What follows belongs to an exercise in optimizing a design on an open flow for small area, a short achievable clock period and few clock cycles per item; a production flow would make more cautious choices. RTL that was checked went through simulation tests only; none was proved equivalent to the original. Only the layout flow was run in run 3; the RTL was not checked for function there.

File: design/flow/config.mk
export PLATFORM = sky130hd
export DESIGN_NAME = pd_unit
export DESIGN_NICKNAME = pd_unit
export VERILOG_FILES = /design/flow/design.v
export SDC_FILE = /design/flow/constraint.sdc
export NUM_CORES = 4
export LEC_CHECK = 0
export ABC_AREA = 1
export CAP_MARGIN = 20
export CORE_MARGIN = 2
export CORE_UTILIZATION = 45
export SETUP_SLACK_MARGIN = 2.0
export SLEW_MARGIN = 20
File: design/flow/constraint.sdc
create_clock -name core_clock -period 6.0 [get_ports {clk}]
set_input_delay 1.2000 -clock core_clock [delete_from_list [all_inputs] [get_ports {clk}]]
set_output_delay 1.2000 -clock core_clock [all_outputs]
set_load 0.01 [all_outputs]
File: design/flow/design.v
module pd_unit (
    input  wire        clk,
    input  wire        rst,           
    input  wire        req_valid,
    output wire        req_ready,
    input  wire        req_op,        
    input  wire [3:0]  req_width,     
    input  wire [63:0] req_value,     
    input  wire [71:0] req_field,     
    output reg         resp_valid,
    output wire [7:0]  resp_status,
    output wire [71:0] resp_field,    
    output wire [63:0] resp_value     
);
    localparam integer EB  = 8;                  
    localparam integer NCE = (64 + EB - 1) / EB;   
    localparam integer NCD = 6;                  
    localparam integer NC  = (NCE > NCD) ? NCE : NCD;
    localparam integer HW  = 4 * ((EB * 3 + 9) / 10);   
    wire width_bad = (req_width == 4'd0) || (req_width > 4'd9);
    reg [63:0] limit;
    always @(*) begin
        case (req_width)
            4'd1:    limit = 64'd100;
            4'd2:    limit = 64'd10000;
            4'd3:    limit = 64'd1000000;
            4'd4:    limit = 64'd100000000;
            4'd5:    limit = 64'd10000000000;
            4'd6:    limit = 64'd1000000000000;
            4'd7:    limit = 64'd100000000000000;
            4'd8:    limit = 64'd10000000000000000;
            default: limit = 64'd1000000000000000000;
        endcase
    end
    wire range_bad = (req_value >= limit);
    reg [17:0] dm;
    integer i;
    always @(*) begin
        for (i = 0; i < 18; i = i + 1)
            dm[i] = (i / 2 < req_width);
    end
    reg digit_bad;
    always @(*) begin
        digit_bad = 1'b0;
        for (i = 0; i < 18; i = i + 1)
            if (dm[i] && req_field[4*i +: 4] > 4'd9)
                digit_bad = 1'b1;
    end
    wire [2:0] st_in = width_bad ? 3'd6
                     : req_op    ? (digit_bad ? 3'd4 : 3'd0)
                     :             (range_bad ? 3'd5 : 3'd0);
    reg  [71:0]   fm;                 
    reg  [NC-1:0] nz;                 
    reg  [EB*NCE-1:0] vin;
    integer c;
    always @(*) begin
        vin = {{(EB*NCE-64){1'b0}}, req_value};
        for (i = 0; i < 18; i = i + 1)
            fm[4*i +: 4] = req_field[4*i +: 4] & {4{dm[i]}};
        nz = {NC{1'b0}};
        if (req_op) begin
            for (c = 0; c < NCD; c = c + 1)
                nz[c] = |fm[12*c +: 12];
        end else begin
            for (c = 0; c < NCE; c = c + 1)
                nz[c] = |vin[EB*c +: EB];
        end
    end
    wire [71:0] a_in = req_op ? fm : {8'd0, req_value};
    reg  [NC-1:0] lo_oh;
    reg           ab1, ab2;
    always @(*) begin
        ab1 = 1'b0;
        ab2 = 1'b0;
        lo_oh = {NC{1'b0}};
        for (c = NC - 1; c >= 2; c = c - 1) begin
            lo_oh[c-2] = nz[c] && !ab2;
            ab2        = ab2 || nz[c];
        end
        ab1 = ab2 || nz[1];
        lo_oh[0] = lo_oh[0] || !ab2;
    end
    reg  [71:0]   a;
    reg           a_v;       
    reg           a_first;   
    reg           a_h1;      
    reg           a_h2;      
    reg  [NC-1:0] a_sel;     
    reg           a_op;
    reg  [2:0]    a_st;      
    reg  [9:0]    c2_lo;     
    reg  [11:0]   c2_h2;     
    reg  [9:0]    c2_h1;
    reg           c2_v, c2_op, c2_first, c2_last;
    reg  [2:0]    c2_st;
    reg  [9:0]    c3_lo;     
    reg  [19:0]   c3_hi;     
    reg           c3_v, c3_op, c3_first, c3_last;
    reg  [2:0]    c3_st;
    reg  [71:0]   b;
    reg  [2:0]    rst_r;     
    reg           rfe;       
    reg           rfv;       
    assign req_ready = !a_v || a_sel[0];
    wire accept = req_valid && req_ready;
    wire [NC-1:0] h1_sel = a_h1 ? {a_sel[NC-2:0], 1'b0} : {NC{1'b0}};
    wire [NC-1:0] h2_sel = a_h2 ? {a_sel[NC-3:0], 2'b0} : {NC{1'b0}};
    reg  [11:0] lo_g, h1_g, h2_g;     
    reg  [EB-1:0] lo_b, h1_b, h2_b;   
    reg  [EB*NCE-1:0] av;
    always @(*) begin
        av = {{(EB*NCE-64){1'b0}}, a[63:0]};
        lo_g = 12'd0; h1_g = 12'd0; h2_g = 12'd0;
        lo_b = {EB{1'b0}}; h1_b = {EB{1'b0}}; h2_b = {EB{1'b0}};
        for (c = 0; c < NCD; c = c + 1) begin
            lo_g = lo_g | (a[12*c +: 12] & {12{a_sel[c]}});
            h1_g = h1_g | (a[12*c +: 12] & {12{h1_sel[c]}});
            h2_g = h2_g | (a[12*c +: 12] & {12{h2_sel[c]}});
        end
        for (c = 0; c < NCE; c = c + 1) begin
            lo_b = lo_b | (av[EB*c +: EB] & {EB{a_sel[c]}});
            h1_b = h1_b | (av[EB*c +: EB] & {EB{h1_sel[c]}});
            h2_b = h2_b | (av[EB*c +: EB] & {EB{h2_sel[c]}});
        end
    end
    function [9:0] val3;              
        input [11:0] g;
        begin
            val3 = {g[11:8], 6'd0} + {1'b0, g[11:8], 5'd0} + {4'd0, g[11:8], 2'd0}
                 + {3'd0, g[7:4], 3'd0} + {5'd0, g[7:4], 1'b0} + {6'd0, g[3:0]};
        end
    endfunction
    function [71:0] dabble;
        input [71:0]   x;
        input [EB-1:0] bits;
        reg   [71:0] e, n;
        reg   [3:0]  dd;
        reg          cc;
        integer l, k;
        begin
            e = x;
            for (l = EB - 1; l >= 0; l = l - 1) begin
                for (k = 0; k < 18; k = k + 1) begin
                    dd = e[4*k +: 4];
                    cc = (k == 0) ? bits[l] : e[4*k-1];
                    n[4*k+3] = dd[2] | (dd[1] & (dd[0] | cc));
                    n[4*k+2] = cc ? dd[2] : (dd[1] & ~dd[0]);
                    n[4*k+1] = dd[0] & (cc ? ~dd[2] : ~dd[1]);
                    n[4*k]   = (cc ^ dd[1]) | dd[2];
                end
                e = n;
            end
            dabble = e;
        end
    endfunction
    wire [71:0] h2_full = dabble(72'd0, h2_b);
    wire [11:0] h2_e    = h2_full[11:0];
    wire [71:0] hj_full = dabble({60'd0, c2_h2}, c2_h1[EB-1:0]);
    wire [19:0] hj_d    = {c2_h2[9:0], 10'd0} - {6'd0, c2_h2[9:0], 4'd0}
                        - {7'd0, c2_h2[9:0], 3'd0} + {10'd0, c2_h1};
    wire [71:0] b_in     = c3_first ? {52'd0, c3_hi} : b;
    wire [71:0] enc_next = dabble(b_in, c3_lo[EB-1:0]);
    wire [59:0] bb = b_in[59:0];
    wire [59:0] dec_next = {bb[49:0], 10'd0} - {bb[55:0], 4'd0} - {bb[56:0], 3'd0}
                         + {50'd0, c3_lo};
    wire [71:0] b_next = c3_op ? {12'd0, dec_next} : enc_next;
    always @(posedge clk) begin
        b        <= b_next;
        c2_lo    <= a_op ? val3(lo_g) : {{(10-EB){1'b0}}, lo_b};
        c2_h2    <= a_op ? {2'd0, val3(h2_g)} : h2_e;
        c2_h1    <= a_op ? val3(h1_g) : {{(10-EB){1'b0}}, h1_b};
        c2_op    <= a_op;
        c2_first <= a_first;
        c2_last  <= a_sel[0];
        c2_st    <= a_st;
        c3_lo    <= c2_lo;
        c3_hi    <= c2_op ? hj_d : hj_full[19:0];
        c3_op    <= c2_op;
        c3_first <= c2_first;
        c3_last  <= c2_last;
        c3_st    <= c2_st;
        rst_r    <= c3_st;
        rfe      <= (c3_st == 3'd0) && !c3_op;
        rfv      <= (c3_st == 3'd0) && c3_op;
        if (accept) begin
            a     <= a_in;
            a_sel <= lo_oh;
            a_h1  <= ab1;
            a_h2  <= ab2;
            a_op  <= req_op;
            a_st  <= st_in;
        end else begin
            a_sel <= {1'b0, a_sel[NC-1:1]};
        end
        if (rst) begin
            a_v        <= 1'b0;
            c2_v       <= 1'b0;
            c3_v       <= 1'b0;
            resp_valid <= 1'b0;
        end else begin
            resp_valid <= c3_v && c3_last;
            c3_v       <= c2_v;
            c2_v       <= a_v;
            a_first    <= accept;
            if (accept)
                a_v <= 1'b1;
            else if (a_sel[0])
                a_v <= 1'b0;
        end
    end
    reg [71:0] bcd;
    reg [3:0]  qr;
    integer m;
    always @(*) begin
        for (m = 0; m < 18; m = m + 1) begin
            qr = b[4*m +: 4];
            bcd[4*m+3] = qr[3] & (qr[2] | (qr[1] & qr[0]));
            bcd[4*m+2] = qr[3] ? ~(qr[2] | (qr[1] & qr[0])) : qr[2];
            bcd[4*m+1] = qr[3] ? ((qr[1] ^ qr[0]) & ~qr[2]) : qr[1];
            bcd[4*m]   = qr[3] ? ~(qr[0] ^ qr[2]) : (qr[0] & ~qr[2]);
        end
    end
    assign resp_status = {5'd0, rst_r};
    assign resp_field  = rfe ? bcd : 72'd0;
    assign resp_value  = rfv ? {4'd0, b[59:0]} : 64'd0;
endmodule
File: design/flow/run.sh
#!/bin/bash
# synth_recipe.tcl (not shown) runs the flow's synth.tcl, then flattens the netlist and writes it again
# the make line also repeats each setting of config.mk as NAME=value (left out here)
make -C /OpenROAD-flow-scripts/flow DESIGN_CONFIG=/design/flow/config.mk WORK_HOME=/design/flow/orfs CLKGATE_MAP_FILE= SYNTH_SCRIPT=/design/flow/synth_recipe.tcl finish
==> results of run 1 <==
## logic make-up after synthesis
| logic type | count (synthesis) |
|---|---|
| other | 1 |
| and+or+nand+nor | 2706 |
| adders and majority gates | 334 |
| DFF | 238 |
| AOI/OAI and AO/OA | 978 |
| buffers and inverters | 1047 |
| xor gates and xnor gates | 50 |
## cell usage after synthesis (7+ instances only)
| master | count | area, µm² |
|---|---|---|
| nand3_1 | 325 | 1627 |
| o21ai_0 | 285 | 1426 |
| buf_4 | 11 | 82.58 |
| buf_1 | 7 | 26.28 |
| o211ai_1 | 15 | 112.6 |
| o21bai_1 | 15 | 112.6 |
| o31ai_1 | 15 | 112.6 |
| edfxtp_1 | 79 | 2372 |
| a211oi_1 | 22 | 165.2 |
| nor2_2 | 44 | 275.3 |
| a221oi_1 | 12 | 105.1 |
| xnor2_1 | 22 | 192.7 |
| a21oi_1 | 341 | 1707 |
| a31oi_1 | 27 | 168.9 |
| nand3_2 | 34 | 340.3 |
| o221ai_1 | 14 | 122.6 |
| nor4_1 | 26 | 162.7 |
| fa_1 | 85 | 1702 |
| o21ai_1 | 97 | 485.5 |
| clkbuf_1 | 65 | 244.0 |
| ha_1 | 249 | 3115 |
| nand2_2 | 61 | 381.6 |
| o22ai_1 | 48 | 300.3 |
| nor3_1 | 19 | 95.09 |
| nand4_1 | 39 | 244.0 |
| nand3b_1 | 8 | 60.06 |
| dfxtp_1 | 159 | 3183 |
| or2_2 | 9 | 56.30 |
| nand2_1 | 1548 | 5811 |
| buf_6 | 8 | 90.09 |
| inv_1 | 882 | 3311 |
| xor2_1 | 28 | 245.2 |
| o21ai_2 | 30 | 262.8 |
| inv_2 | 65 | 244.0 |
| nor2_1 | 571 | 2143 |
| nor2_4 | 8 | 90.09 |
## final cells by class
class / count / area (µm²)
flip-flops and latches: 238 / 5575
well taps: 940 / 1176
repair buffers: 359 / 3550
repair inverters: 1 / 8.758
clock inverters: 20 / 245.2
multi-input cells: 4077 / 23640
clock buffers: 38 / 822.0
fillers: 7316 / 31410
inverters: 952 / 3597
## registers in the layout (all words and copies together) (netlist names), 3 cells and up
| name | cells |
|---|---|
| a | 72 |
| a_sel | 6 |
| a_st | 3 |
| b | 72 |
| c2_h1 | 10 |
| c2_h2 | 10 |
| c2_lo | 10 |
| c2_st | 3 |
| c3_hi | 20 |
| c3_lo | 10 |
| c3_st | 3 |
| rst_r | 3 |
## metal layers
metal | track usage (%) | routed length (µm) | vias to the layer above
met5 | 0 | 12 | -
met4 | 15.98 | 7128 | 2
met3 | 2.934 | 5732 | 303
met2 | 57.32 | 58550 | 1097
met1 | 35.74 | 47010 | 16050
li1 | - | - | 17850
## worst max path at each step
stage,slack [ns],from,to,depth (start not counted)
2_1_floorplan,2.02,req_width[2],a_st[0],19
3_3_place_gp,0.77,req_width[0],a_st[0],22
3_5_place_dp,0.77,req_width[0],a_st[0],22
4_1_cts,1.93,c3_first,b[47],22
5_1_grt,1.88,c3_first,b[42],25
6_report,2.04,c3_first,b[42],24
## through the flow
step,cells,util [%]
after floorplan,5362,-
after global placement,6515,50.85
after detailed placement,6515,50.85
after CTS,6585,53.00
after global routing,6625,55.15
final,6625,55.15
## what timing repair did
action | CTS | global route
pin swaps | 7 | 55
hold buffers | 0 | 0
setup endpoints to repair | 72 | 96
hold endpoints to repair | 0 | 0
buffers inserted | 9 | 38
gates resized for setup | 90 | 330
gates cloned | 3 | 2
## critical path, stage by stage, from the launching register on
cell	delay [ns]
dfxtp_4	0.45
buf_6	0.18
nand2_1	0.16
nand2_4	0.15
fa_1	0.48
ha_4	0.32
nand2_1	0.07
nand3_2	0.10
a21oi_2	0.08
o21ai_2	0.16
nand2_1	0.08
nand2_2	0.10
nand3_1	0.07
nand2_1	0.10
nand2_1	0.08
nand2_2	0.12
nand3_1	0.10
nand2_2	0.13
nand3_1	0.08
o211ai_1	0.18
nand3_1	0.13
nand2_1	0.11
xor2_1	0.22
nand2_1	0.10
nand2_1	0.16
==> out/qor.txt, run 1 <==
post-synthesis mux area share = 0%
initial antenna violation count = 1
final setup violating endpoints = 0
Post-Synth Adder-Cell Area = 15.11%
CTS max path bufs = 3
largest family of logic cells by synthesized area = simple AND/OR/NAND/NOR gates
DP HPWL = 96380 µm
Slew Limit Headroom = 36.90%
Clock Skew = 0.01343 ns
vias in the first global route = 33470
worst-path maximum fanout = 8
commonest non-fill, non-tap cell in the layout = nand2_1
Seq/Total Area, Yosys = 17.43%
crit path capture type = flop
global-route wire length before repair = 181100 µm
ys flop type = dfxtp_1
GR Overflow Total = 0
post-synthesis compound-gate area fraction = 17.55%
Synth async-reset ratio = 0%
fmax = 252.3 MHz
syn avg cell area = 5.955 µm²
worst skew pair latency = 0.62 ns
most frequent cells in the layout = 1477 x nand2_1, 860 x inv_1, 523 x nor2_1, 311 x nand3_1, 309 x a21oi_1
critical path class = reg2reg
overall fraction of global-route tracks in use = 31.17%
port bufs = 280
fin crit period = 3.963 ns
fin. max-slew vios = 0
synthesized area = 31880 µm²
result of the run = finished clean
Hold Slack = 0.3268 ns
R2R Path End = b[42]
die height = 270.2 µm
drt first pass iters = 6
Via-to-Cell Ratio = 5.328
final instance area = 38620 µm²
# Max-Cap Violations = 0
htree depth = 1
post-synthesis cell count = 5354
min setup slack post-route = 2.037 ns
synth unique cells = 69
hold path startpoint = c2_lo[6]
Die X = 270.2 µm
critical path required time = 6.54 ns
Inserted Diodes = 0
WL final = 118400 µm
r2r worst-path depth = 24
xor-xnor portion of the synthesized cell area = 1.374%
worst slew pin tran = 0.9378 ns
ratio of cells with drive above 1 in the final layout = 12.35%
Post-synth EDFFs = 79
Hold Crit Depth = 0
Syn-to-layout area delta = 21.13%
routability cong. = 1.031
remaining antenna violation count = 0
arrival time worst endpoint = 4.51 ns
cts bufs inserted = 31
CTS tree = built
Worst Setup Start Kind = flop
HP Class = reg2reg
DR vias = 35300
Core Rows = 97
DP Worst Slack = 0.7672 ns
Hold Vio Cnt, Final = 0
WHS Endpoint = c3_lo[6]
DR WL/cell = 17.88 µm
Initial Util = 45.53%
TritonCTS Sinks = 238
fin crit share = 66.05%
pin count of the biggest net entering global routing = 72
1st-iter DRT viols = 2466
flops & latches, synth = 238
Placed Instance Area = 35610 µm²
io pins = 290
clock root buffer = clkbuf_16
core area = 70030 µm²
DRC = 0
Synthesis Warnings = 1
RR Startpoint = c3_first
die area = 72990 µm²
RSZ-0062 raised after global routing = true
setup_tns = 0 ns
simple-gate share of the synthesized area = 35.78%
clk slew on worst S/H paths = 0.06 ns
NumNets Final = 6138
R2R Setup Slk = 2.04 ns
Testbench counts, summed over its fixed seeds: cycles 3,109, items 2,400.
==> inputs of run 2 (changes only) <==
--- a/design/flow/config.mk
+++ b/design/flow/config.mk
@@ -9,5 +9,5 @@
 export CAP_MARGIN = 20
 export CORE_MARGIN = 2
 export CORE_UTILIZATION = 45
-export SETUP_SLACK_MARGIN = 2.0
+export SETUP_SLACK_MARGIN = 2.2
 export SLEW_MARGIN = 20
==> run 2 against run 1 <==
Net effect:
- sequential cell count unchanged
- via count up 1.6%
- highest routed layer unchanged
==> out/qor.txt, run 2 <==
most frequent cells in the layout = 1391 x nand2_1, 841 x inv_1, 473 x nor2_1, 278 x a21oi_1, 275 x clkdlybuf4s50_1 (was 1477 x nand2_1, 860 x inv_1, 523 x nor2_1, 311 x nand3_1, 309 x a21oi_1)
FF/Latch Area = 5588 µm² (was 5575 µm²)
ratio of cells with drive above 1 in the final layout = 18.89% (was 12.35%)
fin. max-slew vios = 0 (unchanged)
syn avg cell area = 5.955 µm² (unchanged)
arrival time worst endpoint = 4.36 ns (was 4.51 ns)
DP Worst Slack = 0.7442 ns (was 0.7672 ns)
fmax = 260.8 MHz (was 252.3 MHz)
# Max-Cap Violations = 0 (unchanged)
Synthesis Warnings = 1 (unchanged)
critical path required time = 6.53 ns (was 6.54 ns)
RSZ-0062 raised after global routing = true (unchanged)
DRC = 0 (unchanged)
initial antenna violation count = 1 (unchanged)
Clock Skew = 0.04839 ns (was 0.01343 ns)
final instance area = 41130 µm² (was 38620 µm²)
Hold-fix buffers, CTS = 0 (unchanged)
Syn-to-layout area delta = 29.01% (was 21.13%)
overall fraction of global-route tracks in use = 31.06% (was 31.17%)
1st-iter DRT viols = 2346 (was 2466)
drt first pass iters = 7 (was 6)
remaining antenna violation count = 0 (unchanged)
die height = 270.2 µm (unchanged)
final setup violating endpoints = 0 (unchanged)
Yosys top cell by area = nand2_1 (unchanged)
synth top area cells = nand2_1 18%, inv_1 10%, dfxtp_1 10% (unchanged)
worst-path maximum fanout = 8 (unchanged)
count leader, synth = nand2_1 (unchanged)
synthesized area = 31880 µm² (unchanged)
Inserted Diodes = 0 (unchanged)
core area = 70030 µm² (unchanged)
Die X = 270.2 µm (unchanged)
die area = 72990 µm² (unchanged)
pin count of the biggest net entering global routing = 67 (was 72)
synth unique cells = 69 (unchanged)
fin crit period = 3.834 ns (was 3.963 ns)
Synth top cells by count = 1548 x nand2_1, 882 x inv_1, 571 x nor2_1 (unchanged)
worst slew pin tran = 0.9832 ns (was 0.9378 ns)
htree depth = 1 (unchanged)
result of the run = finished clean (unchanged)
Hold Vio Cnt, Final = 0 (unchanged)
Final Util = 58.73% (was 55.15%)
Placed Instance Area = 35560 µm² (was 35610 µm²)
Post-synth EDFFs = 79 (unchanged)
TritonCTS Sinks = 238 (unchanged)
area of the multi-input gates = 25270 µm² (was 23640 µm²)
registers with the most flip-flops = a (72), b (72), c3_hi (20) (unchanged)
cts bufs inserted = 31 (unchanged)
routability cong. = 1.013 (was 1.031)
ys flop type = dfxtp_1 (unchanged)
Worst Setup Start Kind = flop (unchanged)
clock root buffer = clkbuf_16 (unchanged)
setup_tns = 0 ns (unchanged)
io pins = 290 (unchanged)
CTS tree = built (unchanged)
Initial Util = 45.53% (unchanged)
WL final = 121100 µm (was 118400 µm)
critical path class = reg2reg (unchanged)
Final Non-Filler Cells = 6709 (was 6625)
GR Overflow Total = 0 (unchanged)
flops & latches, synth = 238 (unchanged)
fill cell count = 6956 (was 7316)
Slew Limit Headroom = 33.76% (was 36.90%)
NumNets Final = 6222 (was 6138)
DR vias = 35860 (was 35300)
crit path capture type = flop (unchanged)
port bufs = 280 (unchanged)
Synth async-reset ratio = 0% (unchanged)
min setup slack post-route = 2.166 ns (was 2.037 ns)
clk slew on worst S/H paths = 0.06 ns (about the same)
DP Cell Count = 6508 (was 6515)
HP Class = reg2reg (unchanged)
global-route wire length before repair = 181100 µm (about the same)
vias in the first global route = 33610 (was 33470)
post-synthesis cell count = 5354 (unchanged)
CTS max path bufs = 3 (unchanged)
fin crit share = 63.90% (was 66.05%)
DR WL/cell = 18.05 µm (was 17.88 µm)
Core Rows = 97 (unchanged)
Via-to-Cell Ratio = 5.345 (was 5.328)
worst skew pair latency = 0.64 ns (was 0.62 ns)
DP HPWL = 95810 µm (was 96380 µm)
Seq/Total Area, Yosys = 17.43% (unchanged)
area share of the largest cell type after synthesis = 18.23% (unchanged)
commonest non-fill, non-tap cell in the layout = nand2_1 (unchanged)
-- run 2: cell counts after synthesis --
No cell type changed its count.
-- run 2: what timing repair did --
| item | CTS | global route |
|---|---|---|
| endpoints found under the setup margin | 126 | 108 |
| pin swaps | 45 | 173 |
| cloned | 3 | 6 |
| gates resized for setup | 256 | 621 |
| buffers inserted | 52 | 82 |
-- run 2: layout make-up --
class | instances | share of cell area (%)
well taps | 940 | 2.859
repair inverters | 1 | 0.01521
multi-input cells | 4077 | 61.43
clock inverters | 25 | 0.8183
clock buffers | 33 | 1.904
inverters | 952 | 8.846
flip-flops and latches | 238 | 13.59
repair buffers | 443 | 10.54
-- run 2: final timing paths --
kind                                  to  startpoint  depth (start not counted)  slack, ns
worst max register to register     b[41]    c3_first                         21       2.17
worst min register to register  c3_lo[3]    c2_lo[3]                          0       0.33
worst max-delay path               b[41]    c3_first                         21       2.17
worst min-delay path            c3_lo[3]    c2_lo[3]                          0       0.33
-- run 2: layer usage --
metal,routed length [µm],share of wire (%),GRT usage [%]
met5,16,0.013,0
met4,7870,6.5,16.53
met3,5964,4.9,3.076
met2,60250,50,57.31
met1,47000,39,35.13
-- run 2: kinds of logic after synthesis --
kind of cell | count (synthesis) | synth area share [%]
compound gates | 978 | 17.55
xor+xnor | 50 | 1.374
fa+ha+maj | 334 | 15.11
buf+inv | 1047 | 12.76
flops | 238 | 17.43
other cells | 1 | 0.01176
simple gates | 2706 | 35.78
-- run 2: worst max-delay path: stages, from the launching register on --
cell and delay (ns):
dfxtp_4 0.46, buf_12 0.19, buf_16 0.17, buf_12 0.12
nand2_1 0.06, nand2_2 0.14, fa_1 0.44, ha_1 0.36
nand2_1 0.15, nor2_1 0.07, nor2_1 0.13, nand2_2 0.10
a21boi_2 0.18, inv_2 0.10, a31oi_4 0.22, inv_2 0.05
a21boi_1 0.13, inv_1 0.11, a21oi_2 0.21, xnor2_2 0.14
nand2_1 0.07, o21ai_1 0.10
-- run 2: per-stage QoR --
step	hold WS [ns]
floorplan	0.3096
global placement	0.3108
detailed placement	0.3121
CTS	0.3265
global route	0.3321
finish	0.3259
==> inputs of run 3 (changes only) <==
--- a/design/flow/design.v
+++ b/design/flow/design.v
@@ -153,9 +153,37 @@
             dabble = e;
         end
     endfunction
-    wire [71:0] h2_full = dabble(72'd0, h2_b);
+    function [71:0] dabble_small;
+        input [71:0]   x;
+        input [EB-1:0] bits;
+        input integer  ib;
+        reg   [71:0] e, n;
+        reg   [3:0]  dd;
+        reg          cc;
+        integer l, k, nd;
+        begin
+            e = x;
+            for (l = EB - 1; l >= 0; l = l - 1) begin
+                nd = ((ib + EB - l) * 30103 + 99999) / 100000;
+                n = 72'd0;
+                for (k = 0; k < 18; k = k + 1) begin
+                    if (k < nd) begin
+                        dd = e[4*k +: 4];
+                        cc = (k == 0) ? bits[l] : e[4*k-1];
+                        n[4*k+3] = dd[2] | (dd[1] & (dd[0] | cc));
+                        n[4*k+2] = cc ? dd[2] : (dd[1] & ~dd[0]);
+                        n[4*k+1] = dd[0] & (cc ? ~dd[2] : ~dd[1]);
+                        n[4*k]   = (cc ^ dd[1]) | dd[2];
+                    end
+                end
+                e = n;
+            end
+            dabble_small = e;
+        end
+    endfunction
+    wire [71:0] h2_full = dabble_small(72'd0, h2_b, 0);
     wire [11:0] h2_e    = h2_full[11:0];
-    wire [71:0] hj_full = dabble({60'd0, c2_h2}, c2_h1[EB-1:0]);
+    wire [71:0] hj_full = dabble_small({60'd0, c2_h2}, c2_h1[EB-1:0], EB);
     wire [19:0] hj_d    = {c2_h2[9:0], 10'd0} - {6'd0, c2_h2[9:0], 4'd0}
                         - {7'd0, c2_h2[9:0], 3'd0} + {10'd0, c2_h1};
     wire [71:0] b_in     = c3_first ? {52'd0, c3_hi} : b;
==> run 3 against run 2 <==
Net effect:
- clock skew is 0.0045 ns higher
- sequential share of layout area grew 0.16 points
- critical path type unchanged
- largest cell class unchanged
- highest routed layer unchanged
==> out/qor.txt, run 3 <==
result of the run = finished clean (unchanged)
ys flop type = dfxtp_1 (unchanged)
DP HPWL = 98450 µm (was 95810 µm)
arrival time worst endpoint = 4.38 ns (was 4.36 ns)
RSZ-0062 raised after global routing = true (unchanged)
initial antenna violation count = 3 (was 1)
overall fraction of global-route tracks in use = 32.80% (was 31.06%)
CTS max path bufs = 3 (unchanged)
Worst Setup Start Kind = flop (unchanged)
min setup slack post-route = 2.119 ns (was 2.166 ns)
Die X = 268.2 µm (was 270.2 µm)
Synthesis Warnings = 1 (unchanged)
setup_tns = 0 ns (unchanged)
GR Overflow Total = 0 (unchanged)
clock root buffer = clkbuf_16 (unchanged)
count leader, synth = nand2_1 (unchanged)
critical path required time = 6.50 ns (was 6.53 ns)
cts bufs inserted = 30 (was 31)
commonest non-fill, non-tap cell in the layout = nand2_1 (unchanged)
Yosys top cell by area = nand2_1 (unchanged)
Synth async-reset ratio = 0% (unchanged)
registers with the most flip-flops = a (72), b (72), c3_hi (20) (unchanged)
area share of the largest cell type after synthesis = 18.57% (was 18.23%)
fin crit period = 3.881 ns (was 3.834 ns)
port bufs = 280 (unchanged)
pin count of the biggest net entering global routing = 63 (was 67)
Hold Vio Cnt, Final = 0 (unchanged)
worst-path maximum fanout = 8 (unchanged)
Inserted Diodes = 0 (unchanged)
synthesized area = 31400 µm² (was 31880 µm²)
HP Class = reg2reg (unchanged)
Worst path max stage delay = 0.57 ns (was 0.46 ns)
ratio of cells with drive above 1 in the final layout = 17.27% (was 18.89%)
flops & latches, synth = 238 (unchanged)
die area = 71900 µm² (was 72990 µm²)
htree depth = 1 (unchanged)
post-synthesis cell count = 5323 (was 5354)
fill cell count = 6803 (was 6956)
CTS tree = built (unchanged)
routed wl met2 = 58650 µm (was 60250 µm)
Worst Path Buf+Inv = 5 (was 6)
TritonCTS Sinks = 238 (unchanged)
Via-to-Cell Ratio = 5.428 (was 5.345)
Core Rows = 96 (was 97)
crit path capture type = flop (unchanged)
fmax = 257.7 MHz (was 260.8 MHz)
worst skew pair latency = 0.64 ns (about the same)
Syn-to-layout area delta = 29.30% (was 29.01%)
Synth top cells by count = 1553 x nand2_1, 879 x inv_1, 630 x nor2_1 (was 1548 x nand2_1, 882 x inv_1, 571 x nor2_1)
Hold Slack = 0.3238 ns (was 0.3259 ns)
# Max-Cap Violations = 0 (unchanged)
die height = 268.2 µm (was 270.2 µm)
NumNets Final = 6192 (was 6222)
drt first pass iters = 8 (was 7)
Seq/Total Area, Yosys = 17.69% (was 17.43%)
vias in the first global route = 32730 (was 33610)
remaining antenna violation count = 0 (unchanged)
DR vias = 36190 (was 35860)
worst slew pin tran = 0.9243 ns (was 0.9832 ns)
FF/Latch Area = 5579 µm² (was 5588 µm²)
Slew Limit Headroom = 38.38% (was 33.76%)
global-route wire length before repair = 182900 µm (was 181100 µm)
fin. max-slew vios = 0 (unchanged)
Initial Util = 45.62% (was 45.53%)
WL final = 125200 µm (was 121100 µm)
area of the multi-input gates = 25030 µm² (was 25270 µm²)
io pins = 290 (unchanged)
final setup violating endpoints = 0 (unchanged)
core area = 68830 µm² (was 70030 µm²)
max layer used = met5 (unchanged)
Post-synth EDFFs = 79 (unchanged)
wl on met1 = 51010 µm (was 47000 µm)
DR WL/cell = 18.78 µm (was 18.05 µm)
Clock Skew = 0.05286 ns (was 0.04839 ns)
clk slew on worst S/H paths = 0.06 ns (about the same)
DP Worst Slack = 0.8474 ns (was 0.7442 ns)
met3 routed wirelength = 8585 µm (was 5964 µm)
1st-iter DRT viols = 2921 (was 2346)
synth unique cells = 65 (was 69)
critical path's top delay family = simple AND/OR/NAND/NOR gates (was compound AO/OA/AOI/OAI gates)
CP max stage cell = fa_2 (was dfxtp_4)
syn avg cell area = 5.899 µm² (was 5.955 µm²)
DRC = 0 (unchanged)
critical path class = reg2reg (unchanged)
synth top area cells = nand2_1 19%, inv_1 11%, dfxtp_1 10% (was nand2_1 18%, inv_1 10%, dfxtp_1 10%)
routability cong. = 1.099 (was 1.013)
most frequent cells in the layout = 1390 x nand2_1, 827 x inv_1, 516 x nor2_1, 310 x nand3_1, 275 x clkdlybuf4s50_1 (was 1391 x nand2_1, 841 x inv_1, 473 x nor2_1, 278 x a21oi_1, 275 x clkdlybuf4s50_1)
fin crit share = 64.68% (was 63.90%)
==> run 3: changes by cell type in the layout (fill, tap and decap cells not counted), moves of 7 or more <==
cell	previous run	this run
a21oi_1	278	259
nand2_4	45	26
o211ai_1	15	22
nor2_1	473	516
nand3_2	81	74
a21oi_2	58	37
inv_1	841	827
nand3_1	268	310
inv_2	91	71
nand2_2	171	156
nand4_1	39	29
==> run 3: kinds of logic (layout without fill, tap and decap cells) <==
logic type | after synthesis | after routing | share of synthesized area, %
other | 1 | 9 | 0.01194
AND/OR/NAND/NOR | 2734 | 2734 | 35.72
buffers and inverters | 1005 | 1411 | 12.45
XOR/XNOR | 47 | 47 | 1.311
adder cells (fa/ha/maj) | 334 | 334 | 15.34
flip-flops | 238 | 238 | 17.69
multiplexers | 1 | 1 | 0.03188
AO/OA/AOI/OAI | 963 | 963 | 17.44
==> run 3: layout make-up <==
cell class	count	area share (%)
Timing Repair inverter	2	0.08937
Inverter	914	8.586
Tap cell	931	2.869
Clock buffer	39	2.031
Timing Repair Buffer	440	10.49
Clock inverter	16	0.5486
Multi-Input combinational cell	4088	61.65
Sequential cell	238	13.74
==> run 3: per-stage QoR <==
stage	area [µm²]	cells	util (%)
floorplan	31440	5331	-
global placement	35130	6477	51.04
detailed placement	35130	6477	51.04
CTS	37350	6579	54.27
global route	40600	6668	58.99
finish	40600	6668	58.99
==> run 3: layer usage <==
layer / vias to the layer above / global-route usage [%]
met5: - / 0
met3: 324 / 5.104
met4: 2 / 15.49
li1: 17970 / -
met2: 1347 / 55.95
met1: 16560 / 40.43
==> run 3: worst paths after layout <==
path              slack [ns]  startpoint  cells past startpoint      end
hold / removal          0.32     c2_last                      0  c3_last
setup reg to reg        2.12    c3_first                     25    b[36]
hold reg to reg         0.32     c2_last                      0  c3_last
setup / recovery        2.12    c3_first                     25    b[36]
==> run 3: repair_timing <==
item | 4_1_cts | 5_1_grt
gates resized for setup | 208 | 705
setup buffers | 43 | 86
cloned | 4 | 3
hold buffers | 0 | 0
pin swaps | 39 | 177
setup endpoints to repair | 90 | 107
==> run 3: worst register-to-register path: cells and delay by family, from the launching register on <==
family,cells,cell delay (ns)
simple gates,12,1.07
compound gates,6,0.90
fa+ha+maj,2,0.79
flops,1,0.51
buf+inv,5,0.50
==> inputs of run 4 (changes only) <==
--- a/design/flow/design.v
+++ b/design/flow/design.v
@@ -18,21 +18,29 @@
     localparam integer NC  = (NCE > NCD) ? NCE : NCD;
     localparam integer HW  = 4 * ((EB * 3 + 9) / 10);   
     wire width_bad = (req_width == 4'd0) || (req_width > 4'd9);
-    reg [63:0] limit;
+    wire [8:0] ge = {req_value >= 64'd1000000000000000000,
+                     req_value >= 64'd10000000000000000,
+                     req_value >= 64'd100000000000000,
+                     req_value >= 64'd1000000000000,
+                     req_value >= 64'd10000000000,
+                     req_value >= 64'd100000000,
+                     req_value >= 64'd1000000,
+                     req_value >= 64'd10000,
+                     req_value >= 64'd100};
+    reg range_bad;
     always @(*) begin
         case (req_width)
-            4'd1:    limit = 64'd100;
-            4'd2:    limit = 64'd10000;
-            4'd3:    limit = 64'd1000000;
-            4'd4:    limit = 64'd100000000;
-            4'd5:    limit = 64'd10000000000;
-            4'd6:    limit = 64'd1000000000000;
-            4'd7:    limit = 64'd100000000000000;
-            4'd8:    limit = 64'd10000000000000000;
-            default: limit = 64'd1000000000000000000;
+            4'd1:    range_bad = ge[0];
+            4'd2:    range_bad = ge[1];
+            4'd3:    range_bad = ge[2];
+            4'd4:    range_bad = ge[3];
+            4'd5:    range_bad = ge[4];
+            4'd6:    range_bad = ge[5];
+            4'd7:    range_bad = ge[6];
+            4'd8:    range_bad = ge[7];
+            default: range_bad = ge[8];
         endcase
     end
-    wire range_bad = (req_value >= limit);
     reg [17:0] dm;
     integer i;
     always @(*) begin
--- a/design/flow/config.mk
+++ b/design/flow/config.mk
@@ -9,5 +9,5 @@
 export CAP_MARGIN = 20
 export CORE_MARGIN = 2
 export CORE_UTILIZATION = 45
-export SETUP_SLACK_MARGIN = 2.2
+export SETUP_SLACK_MARGIN = 1.7
 export SLEW_MARGIN = 20
==> run 4 against run 3 <==
Net effect:
- register-to-register slack lost 0.20 ns
- sequential cell count unchanged
- final area down 10%
- synthesized area down 1.3%
- routed wire length fell by 10%
- final cell count decreased by 2.4%
- hold slack improved by 0.0025 ns
- die area shrank 1.3%
- first-iteration DRC count barely moved
- fmax down 7.3%
==> out/qor.txt, run 4 <==
Via-to-Cell Ratio = 5.349 (was 5.428)
Worst Path Buf+Inv = 3 (was 5)
arrival time worst endpoint = 2.99 ns (was 4.38 ns)
die height = 266.4 µm (was 268.2 µm)
DP Worst Slack = 1.186 ns (was 0.8474 ns)
Final Util = 53.20% (was 58.99%)
Slew Limit Headroom = 27.10% (was 38.38%)
remaining antenna violation count = 0 (unchanged)
CTS max path bufs = 3 (unchanged)
final setup violating endpoints = 0 (unchanged)
Final Non-Filler Cells = 6509 (was 6668)
pin count of the biggest net entering global routing = 71 (was 63)
Hold-fix buffers, CTS = 0 (unchanged)
worst slew pin tran = 1.094 ns (was 0.9243 ns)
port bufs = 280 (unchanged)
Seq/Total Area, Yosys = 17.93% (was 17.69%)
Worst Setup Start Kind = flop (unchanged)
WL final = 112600 µm (was 125200 µm)
routability cong. = 1.021 (was 1.099)
HP Class = reg2reg (unchanged)
CP max stage cell = dfxtp_2 (was fa_2)
htree depth = 1 (unchanged)
Die X = 266.4 µm (was 268.2 µm)
fin crit share = 69.81% (was 64.68%)
commonest non-fill, non-tap cell in the layout = nand2_1 (unchanged)
result of the run = finished clean (unchanged)
Hold Vio Cnt, Final = 0 (unchanged)
crit path capture type = output port (was flop)
die area = 70980 µm² (was 71900 µm²)
post-synthesis cell count = 5335 (was 5323)
DR WL/cell = 17.30 µm (was 18.78 µm)
1st-iter DRT viols = 2922 (was 2921)
critical path's top delay family = flip-flops (was simple AND/OR/NAND/NOR gates)
synth unique cells = 62 (was 65)
DRC = 0 (unchanged)
Syn-to-layout area delta = 17.33% (was 29.30%)
Initial Util = 45.34% (was 45.62%)
critical path class = reg2out (was reg2reg)
DR vias = 34820 (was 36190)
cells along the critical path = inv_2 -> buf_4 -> a211oi_1 -> clkdlybuf4s50_1
Inserted Diodes = 0 (unchanged)
fin crit period = 4.189 ns (was 3.881 ns)
# Max-Cap Violations = 0 (unchanged)
critical path required time = 4.80 ns (was 6.50 ns)
synthesized area = 30990 µm² (was 31400 µm²)
min setup slack post-route = 1.811 ns (was 2.119 ns)
CTS tree = built (unchanged)
RSZ-0062 raised after global routing = true (unchanged)
DP HPWL = 92650 µm (was 98450 µm)
initial antenna violation count = 0 (was 3)
io pins = 290 (unchanged)
NumNets Final = 6029 (was 6192)
ratio of cells with drive above 1 in the final layout = 6.042% (was 17.27%)
drt first pass iters = 6 (was 8)
setup_tns = 0 ns (unchanged)
Hold Slack = 0.3263 ns (was 0.3238 ns)
core area = 68350 µm² (was 68830 µm²)
GR Overflow Total = 0 (unchanged)
Post-synth EDFFs = 79 (unchanged)
Yosys top cell by area = nand2_1 (unchanged)
Core Rows = 96 (unchanged)
Synth async-reset ratio = 0% (unchanged)
cts bufs inserted = 29 (was 30)
R2R Setup Slk = 1.92 ns (was 2.12 ns)
worst-path maximum fanout = 45 (was 8)
registers with the most flip-flops = a (72), b (72), c3_hi (20) (unchanged)
Synth top cells by count = 1559 x nand2_1, 905 x inv_1, 619 x nor2_1 (was 1553 x nand2_1, 879 x inv_1, 630 x nor2_1)
clock root buffer = clkbuf_16 (unchanged)
count leader, synth = nand2_1 (unchanged)
ys flop type = dfxtp_1 (unchanged)
DP Cell Count = 6431 (was 6477)
fin. max-slew vios = 0 (unchanged)
Synthesis Warnings = 1 (unchanged)
Clock Skew = 0.01752 ns (was 0.05286 ns)
Worst path max stage delay = 1.05 ns (was 0.57 ns)
global-route wire length before repair = 172700 µm (was 182900 µm)
most frequent cells in the layout = 1541 x nand2_1, 897 x inv_1, 609 x nor2_1, 371 x nand3_1, 304 x a21oi_1 (was 1390 x nand2_1, 827 x inv_1, 516 x nor2_1, 310 x nand3_1, 275 x clkdlybuf4s50_1)
area share of the largest cell type after synthesis = 18.88% (was 18.57%)
vias in the first global route = 32010 (was 32730)
syn avg cell area = 5.809 µm² (was 5.899 µm²)
synth top area cells = nand2_1 19%, inv_1 11%, dfxtp_1 10% (unchanged)
fmax = 238.7 MHz (was 257.7 MHz)
clk slew on worst S/H paths = 0.06 ns (about the same)
overall fraction of global-route tracks in use = 30.62% (was 32.80%)
flops & latches, synth = 238 (unchanged)
fill cell count = 7190 (was 6803)
worst skew pair latency = 0.60 ns (was 0.64 ns)
TritonCTS Sinks = 238 (unchanged)
[run 4: final cells by class]
cell class / instances / area (µm²) / share of cell area (%)
multi-input combinational: 4048 / 21770 / 59.88
tap: 882 / 1104 / 3.035
clock inverter: 21 / 300.3 / 0.8259
sequential: 238 / 5568 / 15.31
inverter: 965 / 3651 / 10.04
timing repair inverter: 1 / 8.758 / 0.02409
timing repair buffer: 321 / 3196 / 8.789
clock buffer: 33 / 760.7 / 2.092
[run 4: cells by family (layout without fill, tap and decap cells)]
family	Yosys count	count (layout)	share of synthesized area (%)
mux	1	1	0.03230
buf+inv	1057	1341	13.15
xor+xnor	48	48	1.357
simple gates	2748	2748	36.46
compound gates	961	961	17.65
other cells	1	9	0.01210
flops	238	238	17.93
fa+ha+maj	281	281	13.40
[run 4: final timing paths]
path,startpoint,endpoint,cells after the start
worst min register to register,c2_last,c3_last,0
worst min-delay path,c2_last,c3_last,0
worst max register to register,c3_first,b[44],28
worst max-delay path,rfe,resp_field[25],4
[run 4: layer usage]
layer,vias to the layer above,GRT usage (%),share of wire [%]
li1,17700,-,-
met1,15820,40.11,44
met2,1080,53.62,47
met3,215,2.740,5.7
met4,0,8.533,3.5
met5,-,0,0
[run 4: per-stage QoR]
step	instance area (µm²)
CTS	35770
floorplan	31020
global placement	34610
finish	36360
detailed placement	34610
global route	36360
[run 4: worst register-to-register path, delay by kind of cell, from the launching register on]
family	cells	cell delay, ns
compound gates	3	0.51
fa+ha+maj	2	0.80
buf+inv	3	0.30
flops	1	0.47
simple gates	20	1.89
[run 4: what timing repair did]
item,CTS,global route
pin swaps,0,16
buffers inserted,2,18
setup endpoints to repair,47,71
gates cloned,1,2
resized for setup,15,102
Testbench counts of run 4, summed over its fixed seeds: cycles 3,109, items 2,400.
==> inputs of run 5 (changes only) <==
--- a/design/flow/config.mk
+++ b/design/flow/config.mk
@@ -8,6 +8,6 @@
 export ABC_AREA = 1
 export CAP_MARGIN = 20
 export CORE_MARGIN = 2
-export CORE_UTILIZATION = 45
-export SETUP_SLACK_MARGIN = 1.7
+export CORE_UTILIZATION = 55
+export SETUP_SLACK_MARGIN = 2.0
 export SLEW_MARGIN = 20
==> run 5 against run 4 <==
Net effect:
- synthesized cell count stayed put
- global-route usage is 4.8 points higher
- non-clock buffer count increased by 37
- utilization up 13 points
- clock skew increased by 0.014 ns
- highest routed layer unchanged
==> out/qor.txt, run 5 <==
clock root buffer = clkbuf_16 (unchanged)
DRC = 0 (unchanged)
worst slew pin tran = 1.073 ns (was 1.094 ns)
die height = 241.4 µm (was 266.4 µm)
drt first pass iters = 8 (was 6)
Via-to-Cell Ratio = 5.589 (was 5.349)
worst skew pair latency = 0.59 ns (was 0.60 ns)
fmax = 254.9 MHz (was 238.7 MHz)
port bufs = 280 (unchanged)
1st-iter DRT viols = 3261 (was 2922)
Synth top cells by count = 1559 x nand2_1, 905 x inv_1, 619 x nor2_1 (unchanged)
Initial Util = 55.28% (was 45.34%)
post-synthesis cell count = 5335 (unchanged)
crit path capture type = flop (was output port)
registers with the most flip-flops = a (72), b (72), c3_hi (20) (unchanged)
DR WL/cell = 17.01 µm (was 17.30 µm)
ys flop type = dfxtp_1 (unchanged)
area share of the largest cell type after synthesis = 18.88% (unchanged)
Syn-to-layout area delta = 19.49% (was 17.33%)
RSZ-0062 raised after global routing = true (unchanged)
max layer used = met4 (unchanged)
fin crit period = 3.924 ns (was 4.189 ns)
CTS max path bufs = 3 (unchanged)
Clock Skew = 0.03141 ns (was 0.01752 ns)
# Max-Cap Violations = 0 (unchanged)
die area = 58260 µm² (was 70980 µm²)
core area = 56060 µm² (was 68350 µm²)
setup_tns = 0 ns (unchanged)
Worst Setup Start Kind = flop (unchanged)
DR vias = 35870 (was 34820)
result of the run = finished clean (unchanged)
NumNets Final = 6065 (was 6029)
worst-path maximum fanout = 10 (was 45)
overall fraction of global-route tracks in use = 35.47% (was 30.62%)
synth top area cells = nand2_1 19%, inv_1 11%, dfxtp_1 10% (unchanged)
Seq/Total Area, Yosys = 17.93% (unchanged)
clk slew on worst S/H paths = 0.07 ns (was 0.06 ns)
DP HPWL = 87650 µm (was 92650 µm)
fin. max-slew vios = 0 (unchanged)
count leader, synth = nand2_1 (unchanged)
Synth async-reset ratio = 0% (unchanged)
synthesized area = 30990 µm² (unchanged)
Slew Limit Headroom = 28.45% (was 27.10%)
fill cell count = 5346 (was 7190)
GR Overflow Total = 0 (unchanged)
syn avg cell area = 5.809 µm² (unchanged)
flops & latches, synth = 238 (unchanged)
htree depth = 1 (unchanged)
Yosys top cell by area = nand2_1 (unchanged)
ratio of cells with drive above 1 in the final layout = 9.060% (was 6.042%)
Worst path max stage delay = 0.43 ns (was 1.05 ns)
global-route wire length before repair = 164600 µm (was 172700 µm)
arrival time worst endpoint = 4.46 ns (was 2.99 ns)
CTS tree = built (unchanged)
wl on met1 = 46170 µm (was 49020 µm)
cells along the critical path = buf_8 -> buf_16 -> nand2_1 -> nand2_4 -> clkinvlp_4 -> fa_1 -> ha_1 -> a21oi_1 -> inv_1 -> a31oi_1 -> nand2_2 -> nand2_2 -> nand2_4 -> nand2_2 -> nand2_4 -> a31oi_1 -> o21bai_2 -> a21oi_1 -> xnor2_1 -> nand2_1 -> nand2_1 (was inv_2 -> buf_4 -> a211oi_1 -> clkdlybuf4s50_1)
Hold Vio Cnt, Final = 0 (unchanged)
pin count of the biggest net entering global routing = 57 (was 71)
Core Rows = 87 (was 96)
HP Class = reg2reg (unchanged)
Die X = 241.4 µm (was 266.4 µm)
Inserted Diodes = 0 (unchanged)
Hold-fix buffers, CTS = 0 (unchanged)
commonest non-fill, non-tap cell in the layout = nand2_1 (unchanged)
io pins = 290 (unchanged)
CP max stage cell = fa_1 (was dfxtp_2)
WL final = 109100 µm (was 112600 µm)
routability cong. = 1.029 (was 1.021)
critical path required time = 6.54 ns (was 4.80 ns)
Post-synth EDFFs = 79 (unchanged)
critical path class = reg2reg (was reg2out)
most frequent cells in the layout = 1495 x nand2_1, 889 x inv_1, 587 x nor2_1, 355 x nand3_1, 292 x a21oi_1 (was 1541 x nand2_1, 897 x inv_1, 609 x nor2_1, 371 x nand3_1, 304 x a21oi_1)
TritonCTS Sinks = 238 (unchanged)
initial antenna violation count = 0 (unchanged)
routed wl met2 = 48660 µm (was 53240 µm)
cts bufs inserted = 28 (was 29)
synth unique cells = 62 (unchanged)
final setup violating endpoints = 0 (unchanged)
remaining antenna violation count = 0 (unchanged)
met3 routed wirelength = 8890 µm (was 6431 µm)
Synthesis Warnings = 1 (unchanged)
vias in the first global route = 31650 (was 32010)
fin crit share = 65.39% (was 69.81%)
[run 5: changes by cell type in the layout (fill, tap and decap cells not counted), sizes merged]
cell           previous run  this run
buf                      40        75
clkinv                    9        13
clkdlybuf4s50           278       279
clkbuf                   34        37
bufinv                    6         1
dlymetal6s2s              1         0
clkinvlp                  8         7
bufbuf                    1         0
[run 5: kinds of logic (layout without fill, tap and decap cells)]
family | Yosys count | after routing | share of synthesized area (%)
buffers and inverters | 1057 | 1376 | 13.15
xor gates and xnor gates | 48 | 48 | 1.357
adders and majority gates | 281 | 281 | 13.40
AOI/OAI and AO/OA | 961 | 961 | 17.65
other | 1 | 9 | 0.01210
muxes | 1 | 1 | 0.03230
DFF | 238 | 238 | 17.93
and+or+nand+nor | 2748 | 2748 | 36.46
[run 5: routing by layer]
metal / vias up / global-route usage (%)
met3: 350 / 5.173
met1: 16210 / 47.20
met4: 0 / 13.73
li1: 17750 / -
met2: 1567 / 58.06
met5: - / 0
[run 5: what timing repair did]
action | CTS | global route
setup buffers | 15 | 40
gates cloned | 1 | 4
gates resized for setup | 67 | 235
setup endpoints to repair | 93 | 83
pin swaps | 5 | 36
[run 5: stage by stage]
stage	cells	hold slack [ns]	area [µm²]	setup WS, ns	utilization (%)
floorplan	5343	0.3096	31020	2.143	-
global placement	6306	0.3103	34460	1.466	61.46
detailed placement	6306	0.3121	34460	1.409	61.46
CTS	6374	0.3229	35730	1.950	63.73
global route	6418	0.3259	37030	1.862	66.05
finish	6418	0.3247	37030	2.076	66.05
[run 5: layout make-up]
cell class	count	area (µm²)	area share, %
Clock buffer	33	760.7	2.055
Inverter	965	3654	9.867
Multi-Input combinational cell	4048	22370	60.42
Timing Repair Buffer	358	3541	9.563
Tap cell	756	945.9	2.555
Timing Repair inverter	1	6.256	0.01690
Sequential cell	238	5582	15.07
Clock inverter	19	167.7	0.4528
[run 5: final timing paths]
kind         cells after the start     start  slack, ns        to
max                             21  c3_first       2.08     b[51]
max reg2reg                     21  c3_first       2.08     b[51]
min                              0  c2_lo[9]       0.32  c3_lo[9]
min reg2reg                      0  c2_lo[9]       0.32  c3_lo[9]
[run 5: worst max-delay path, delay by kind of cell (launching register included)]
family / cells / cell delay [ns]
simple gates: 9 / 0.86
compound gates: 5 / 1.04
xor+xnor: 1 / 0.15
fa+ha+maj: 2 / 0.80
flops: 1 / 0.40
buf+inv: 4 / 0.60
==> inputs of run 6 (changes only) <==
--- a/design/flow/config.mk
+++ b/design/flow/config.mk
@@ -8,6 +8,7 @@
 export ABC_AREA = 1
 export CAP_MARGIN = 20
 export CORE_MARGIN = 2
-export CORE_UTILIZATION = 55
+export CORE_UTILIZATION = 45
 export SETUP_SLACK_MARGIN = 2.0
 export SLEW_MARGIN = 20
+export TNS_END_PERCENT = 20
==> run 6 against run 5 <==
Net effect:
- non-clock buffer count shrank 10
- first-iteration DRC count shrank 8.5%
- highest routed layer unchanged
- clock skew shrank 0.011 ns
==> out/qor.txt, run 6 <==
critical path's top delay family = compound AO/OA/AOI/OAI gates (unchanged)
Hold Vio Cnt, Final = 0 (unchanged)
DR WL/cell = 17.33 µm (was 17.01 µm)
RSZ-0062 raised after global routing = true (unchanged)
worst-path maximum fanout = 4 (was 10)
RR Startpoint = c3_first (unchanged)
# Max-Cap Violations = 0 (unchanged)
most frequent cells in the layout = 1509 x nand2_1, 892 x inv_1, 581 x nor2_1, 361 x nand3_1, 292 x a21oi_1 (was 1495 x nand2_1, 889 x inv_1, 587 x nor2_1, 355 x nand3_1, 292 x a21oi_1)
area share of the largest cell type after synthesis = 18.88% (unchanged)
fin crit share = 65.80% (was 65.39%)
CTS max path bufs = 3 (unchanged)
Synth async-reset ratio = 0% (unchanged)
critical path required time = 4.80 ns (was 6.54 ns)
syn avg cell area = 5.809 µm² (unchanged)
commonest non-fill, non-tap cell in the layout = nand2_1 (unchanged)
port bufs = 280 (unchanged)
die height = 266.4 µm (was 241.4 µm)
ys flop type = dfxtp_1 (unchanged)
Yosys top cell by area = nand2_1 (unchanged)
HP Class = reg2reg (unchanged)
Inserted Diodes = 0 (unchanged)
Hold Slack = 0.3264 ns (was 0.3247 ns)
Worst path max stage delay = 0.63 ns (was 0.43 ns)
Core Rows = 96 (was 87)
worst skew pair latency = 0.60 ns (was 0.59 ns)
crit path capture type = output port (was flop)
post-synthesis cell count = 5335 (unchanged)
final setup violating endpoints = 0 (unchanged)
fin. max-slew vios = 0 (unchanged)
result of the run = finished clean (unchanged)
cts bufs inserted = 29 (was 28)
NumNets Final = 6056 (was 6065)
count leader, synth = nand2_1 (unchanged)
htree depth = 1 (unchanged)
overall fraction of global-route tracks in use = 30.81% (was 35.47%)
DR vias = 35010 (was 35870)
DRC = 0 (unchanged)
critical path class = reg2out (was reg2reg)
Die X = 266.4 µm (was 241.4 µm)
io pins = 290 (unchanged)
CP max stage cell = clkdlybuf4s50_1 (was fa_1)
die area = 70980 µm² (was 58260 µm²)
ratio of cells with drive above 1 in the final layout = 8.737% (was 9.060%)
remaining antenna violation count = 0 (unchanged)
Worst Path Buf+Inv = 1 (was 4)
Seq/Total Area, Yosys = 17.93% (unchanged)
core area = 68350 µm² (was 56060 µm²)
R2R Path End = b[53] (was b[51])
clk slew on worst S/H paths = 0.06 ns (was 0.07 ns)
cell depth of the worst setup path = 5 (was 21)
fin crit period = 3.948 ns (was 3.924 ns)
synth unique cells = 62 (unchanged)
fill cell count = 7141 (was 5346)
routability cong. = 1.021 (was 1.029)
global-route wire length before repair = 173700 µm (was 164600 µm)
GR Overflow Total = 0 (unchanged)
Post-synth EDFFs = 79 (unchanged)
worst slew pin tran = 0.9314 ns (was 1.073 ns)
clock root buffer = clkbuf_16 (unchanged)
initial antenna violation count = 0 (unchanged)
Hold Crit Depth = 0 (unchanged)
Synthesis Warnings = 1 (unchanged)
DP HPWL = 92650 µm (was 87650 µm)
Slew Limit Headroom = 37.12% (was 28.45%)
WL final = 113300 µm (was 109100 µm)
Clock Skew = 0.02077 ns (was 0.03141 ns)
r2r worst-path depth = 17 (was 21)
setup_tns = 0 ns (unchanged)
Worst Setup Start Kind = flop (unchanged)
R2R Setup Slk = 2.06 ns (was 2.08 ns)
1st-iter DRT viols = 2983 (was 3261)
cells along the critical path = ha_1 -> o21ai_0 -> nand2_1 -> a21oi_1 -> clkdlybuf4s50_1 (was buf_8 -> buf_16 -> nand2_1 -> nand2_4 -> clkinvlp_4 -> fa_1 -> ha_1 -> a21oi_1 -> inv_1 -> a31oi_1 -> nand2_2 -> nand2_2 -> nand2_4 -> nand2_2 -> nand2_4 -> a31oi_1 -> o21bai_2 -> a21oi_1 -> xnor2_1 -> nand2_1 -> nand2_1)
flops & latches, synth = 238 (unchanged)
Initial Util = 45.34% (was 55.28%)
drt first pass iters = 6 (was 8)
arrival time worst endpoint = 2.75 ns (was 4.46 ns)
CTS tree = built (unchanged)
vias in the first global route = 32150 (was 31650)
Via-to-Cell Ratio = 5.357 (was 5.589)
WHS Endpoint = c3_lo[7] (was c3_lo[9])
Hold-fix buffers, CTS = 0 (unchanged)
pin count of the biggest net entering global routing = 71 (was 57)
TritonCTS Sinks = 238 (unchanged)
synthesized area = 30990 µm² (unchanged)
fmax = 253.3 MHz (was 254.9 MHz)
Synth top cells by count = 1559 x nand2_1, 905 x inv_1, 619 x nor2_1 (unchanged)
Syn-to-layout area delta = 20.06% (was 19.49%)
synth top area cells = nand2_1 19%, inv_1 11%, dfxtp_1 10% (unchanged)
hold path startpoint = c2_lo[7] (was c2_lo[9])
registers with the most flip-flops = a (72), b (72), c3_hi (20) (unchanged)
[run 6: logic make-up (layout without fill, tap and decap cells)]
| logic type | count (synthesis) | in the layout | synth area share, % |
|---|---|---|---|
| AOI/OAI and AO/OA | 961 | 961 | 17.65 |
| xor gates and xnor gates | 48 | 48 | 1.357 |
| adders and majority gates | 281 | 281 | 13.40 |
| buffers and inverters | 1057 | 1368 | 13.15 |
| DFF | 238 | 238 | 17.93 |
| muxes | 1 | 1 | 0.03230 |
| other | 1 | 9 | 0.01210 |
| and+or+nand+nor | 2748 | 2748 | 36.46 |
[run 6: worst max-delay path by stage]
stage	start	end	slack [ns]
global route	c3_first	b[42]	1.83
finish	b[0]	resp_field[2]	2.05
detailed placement	c3_first	b[48]	1.19
floorplan	a_h2	c2_h2[9]	2.14
global placement	c3_first	b[48]	1.24
CTS	a_h1	c2_h1[9]	1.82
[run 6: what timing repair did]
item / in CTS / in global routing
pin swaps: 5 / 43
setup endpoints to repair: 92 / 90
cloned: 3 / 0
setup buffers: 14 / 33
resized for setup: 53 / 235
[run 6: layout make-up]
cell class	instances	area, µm²	area share [%]
inverter	965	3655	9.823
clock buffer	33	760.7	2.045
timing repair inverter	1	8.758	0.02354
timing repair buffer	348	3427	9.211
tap	882	1104	2.966
sequential	238	5575	14.99
multi-input combinational	4048	22380	60.14
clock inverter	21	300.3	0.8071
[run 6: layer usage]
metal  part of all wire, %  vias up  GRT usage, %
met5                     0        -             0
met4                   3.3        0         9.217
met3                   5.3      204         2.777
met2                    48     1054         53.78
met1                    44    16010         40.25
li1                      -    17750             -
[run 6: metrics by stage]
step                      cell area, µm²  instances  utilization (%)  setup WS, ns
after floorplan                    31020       5343                -         2.143
after global placement             34610       6431            50.64         1.236
after detailed placement           34610       6431            50.64         1.186
after CTS                          36030       6502            52.72         1.819
after global routing               37210       6536            54.44         1.832
final                              37210       6536            54.44         2.052
==> inputs of run 7 (changes only) <==
--- a/design/flow/config.mk
+++ b/design/flow/config.mk
@@ -11,4 +11,3 @@
 export CORE_UTILIZATION = 45
 export SETUP_SLACK_MARGIN = 2.0
 export SLEW_MARGIN = 20
-export TNS_END_PERCENT = 20
==> run 7 against run 6 <==
Net effect:
- sequential cell count unchanged
- final cell count up 0.41%
- global-route usage about the same
- synthesized cell count unchanged
- hold slack about the same
- synthesized area unchanged
- critical endpoint is now b[53]
- highest routed layer unchanged
==> out/qor.txt, run 7 <==
overall fraction of global-route tracks in use = 30.80% (was 30.81%)
Seq/Total Area, Yosys = 17.93% (unchanged)
syn avg cell area = 5.809 µm² (unchanged)
commonest non-fill, non-tap cell in the layout = nand2_1 (unchanged)
CTS max path bufs = 3 (unchanged)
Syn-to-layout area delta = 21.83% (was 20.06%)
critical path class = reg2reg (was reg2out)
Hold Slack = 0.3264 ns (about the same)
crit path capture type = flop (was output port)
HP Class = reg2reg (unchanged)
Inserted Diodes = 0 (unchanged)
CTS tree = built (unchanged)
Synthesis Warnings = 1 (unchanged)
arrival time worst endpoint = 4.39 ns (was 2.75 ns)
DR vias = 35270 (was 35010)
synthesized area = 30990 µm² (unchanged)
DP Worst Slack = 1.186 ns (unchanged)
initial antenna violation count = 0 (unchanged)
clk slew on worst S/H paths = 0.06 ns (about the same)
GR Overflow Total = 0 (unchanged)
1st-iter DRT viols = 2793 (was 2983)
setup_tns = 0 ns (unchanged)
WL final = 114000 µm (was 113300 µm)
clock root buffer = clkbuf_16 (unchanged)
DRC = 0 (unchanged)
Worst Setup Start Kind = flop (unchanged)
fmax = 254.0 MHz (was 253.3 MHz)
cts bufs inserted = 29 (unchanged)
post-synthesis cell count = 5335 (unchanged)
worst-path maximum fanout = 22 (was 4)
min setup slack post-route = 2.063 ns (was 2.052 ns)
Synth async-reset ratio = 0% (unchanged)
io pins = 290 (unchanged)
core area = 68350 µm² (unchanged)
synth top area cells = nand2_1 19%, inv_1 11%, dfxtp_1 10% (unchanged)
# Max-Cap Violations = 0 (unchanged)
Yosys top cell by area = nand2_1 (unchanged)
Core Rows = 96 (unchanged)
most frequent cells in the layout = 1490 x nand2_1, 885 x inv_1, 572 x nor2_1, 350 x nand3_1, 280 x a21oi_1 (was 1509 x nand2_1, 892 x inv_1, 581 x nor2_1, 361 x nand3_1, 292 x a21oi_1)
remaining antenna violation count = 0 (unchanged)
registers with the most flip-flops = a (72), b (72), c3_hi (20) (unchanged)
area share of the largest cell type after synthesis = 18.88% (unchanged)
pin count of the biggest net entering global routing = 71 (unchanged)
NumNets Final = 6083 (was 6056)
Final Util = 55.24% (was 54.44%)
Initial Util = 45.34% (unchanged)
port bufs = 280 (unchanged)
die area = 70980 µm² (unchanged)
ys flop type = dfxtp_1 (unchanged)
Die X = 266.4 µm (unchanged)
Slew Limit Headroom = 40.35% (was 37.12%)
TritonCTS Sinks = 238 (unchanged)
fin. max-slew vios = 0 (unchanged)
final setup violating endpoints = 0 (unchanged)
Via-to-Cell Ratio = 5.374 (was 5.357)
RSZ-0062 raised after global routing = true (unchanged)
htree depth = 1 (unchanged)
Hold-fix buffers, CTS = 0 (unchanged)
DP HPWL = 92650 µm (unchanged)
fill cell count = 7110 (was 7141)
ratio of cells with drive above 1 in the final layout = 10.56% (was 8.737%)
result of the run = finished clean (unchanged)
fin crit share = 65.61% (was 65.80%)
vias in the first global route = 32180 (was 32150)
fin crit period = 3.937 ns (was 3.948 ns)
critical path required time = 6.46 ns (was 4.80 ns)
DR WL/cell = 17.37 µm (was 17.33 µm)
Post-synth EDFFs = 79 (unchanged)
count leader, synth = nand2_1 (unchanged)
==> run 7: cell counts after synthesis <==
Identical to the previous run, type by type.
==> run 7: final timing paths <==
kind                            cells after the start  slack (ns)  startpoint       end
worst max-delay path                               16        2.06    c3_first     b[53]
worst min-delay path                                0        0.33    c2_lo[7]  c3_lo[7]
worst max register to register                     16        2.06    c3_first     b[53]
worst min register to register                      0        0.33    c2_lo[7]  c3_lo[7]
==> run 7: logic make-up after synthesis <==
logic type      share of synthesized area, %
simple gates                           36.46
buf+inv                                13.15
compound gates                         17.65
fa+ha+maj                              13.40
flops                                  17.93
xor+xnor                               1.357
other cells                          0.01210
mux                                  0.03230
==> run 7: final cells by class <==
class | count | area share (%)
multi-input cells | 4048 | 60.17
well taps | 882 | 2.923
inverters | 965 | 9.678
repair inverters | 1 | 0.02320
flip-flops and latches | 238 | 14.77
clock buffers | 33 | 2.015
clock inverters | 21 | 0.7954
repair buffers | 375 | 9.624
==> run 7: what timing repair did <==
| action | in CTS | in global routing |
|---|---|---|
| pin swaps | 6 | 63 |
| setup buffers | 17 | 57 |
| endpoints found under the setup margin | 92 | 86 |
| cloned | 3 | 0 |
| hold endpoints to repair | 0 | 0 |
| gates resized for setup | 75 | 316 |
==> run 7: critical path, stage by stage, from the launching register on <==
cell and delay [ns]:
dfxtp_4 0.49, buf_12 0.15, buf_16 0.24, nor2_4 0.07, buf_4 0.15, fa_1 0.54, inv_1 0.05, ha_2 0.37
nand2_1 0.16, nor2_2 0.20, inv_1 0.11, o221ai_4 0.22, a31oi_1 0.14, o211ai_1 0.45, a21oi_1 0.11, o21ai_1 0.20
o21ai_1 0.14
==> run 7: stage by stage <==
stage / cells / area [µm²]
final: 6563 / 37750
after global routing: 6563 / 37750
after CTS: 6505 / 36120
after detailed placement: 6431 / 34610
after global placement: 6431 / 34610
after floorplan: 5343 / 31020
==> run 7: metal layers <==
metal	vias up	GRT usage, %	share of wire [%]
met2	1123	53.82	48
met4	0	9.247	3.4
met5	-	0	0
met1	16110	40.23	43
met3	229	2.731	5.5
li1	17810	-	-

separate check: timing with driven ports:
No port has a modelled driver above. Below, the same layouts with a new extraction and two added sets of constraints.
Step 1, drivers: a clkbuf_16 drives clk and a buf_2 each remaining input, both assumed.
Step 2 adds t to the input delays and takes it off the output delays; t is the mean of the earliest and latest rising clock arrival at the registers after step 1. Input paths then give back, and output paths get back, about the clock's delay inside the block.
Slacks: no drivers / after step 1 / after step 2; pairs: no drivers / after step 1.
| run | shift t [ns] | setup WS [ns] | worst setup path after step 2 | latest minus earliest clock arrival (ns) | slew at the worst register clock pin (ns) |
|---|---|---|---|---|---|
| run 1 | 0.671 | 2.037 / 2.032 / 1.513 | input to register | 0.014 / 0.015 | 0.07 / 0.07 |
| run 2 | 0.673 | 2.166 / 2.166 / 1.774 | input to register | 0.051 / 0.051 | 0.07 / 0.07 |
| run 3 | 0.677 | 2.119 / 2.119 / 1.709 | input to register | 0.053 / 0.053 | 0.07 / 0.07 |
| run 4 | 0.657 | 1.811 / 1.745 / 1.533 | input to register | 0.018 / 0.018 | 0.07 / 0.07 |
| run 5 | 0.633 | 2.076 / 2.076 / 1.725 | input to register | 0.032 / 0.032 | 0.07 / 0.07 |
| run 6 | 0.656 | 2.052 / 1.987 / 1.676 | input to register | 0.022 / 0.022 | 0.07 / 0.07 |
| run 7 | 0.654 | 2.063 / 2.055 / 1.675 | input to register | 0.018 / 0.018 | 0.07 / 0.07 |
After both steps setup and hold are still met in every run listed. The setup slack of run 1, which loses most, moves by -0.005 ns with the drivers and by -0.524 ns with both steps.
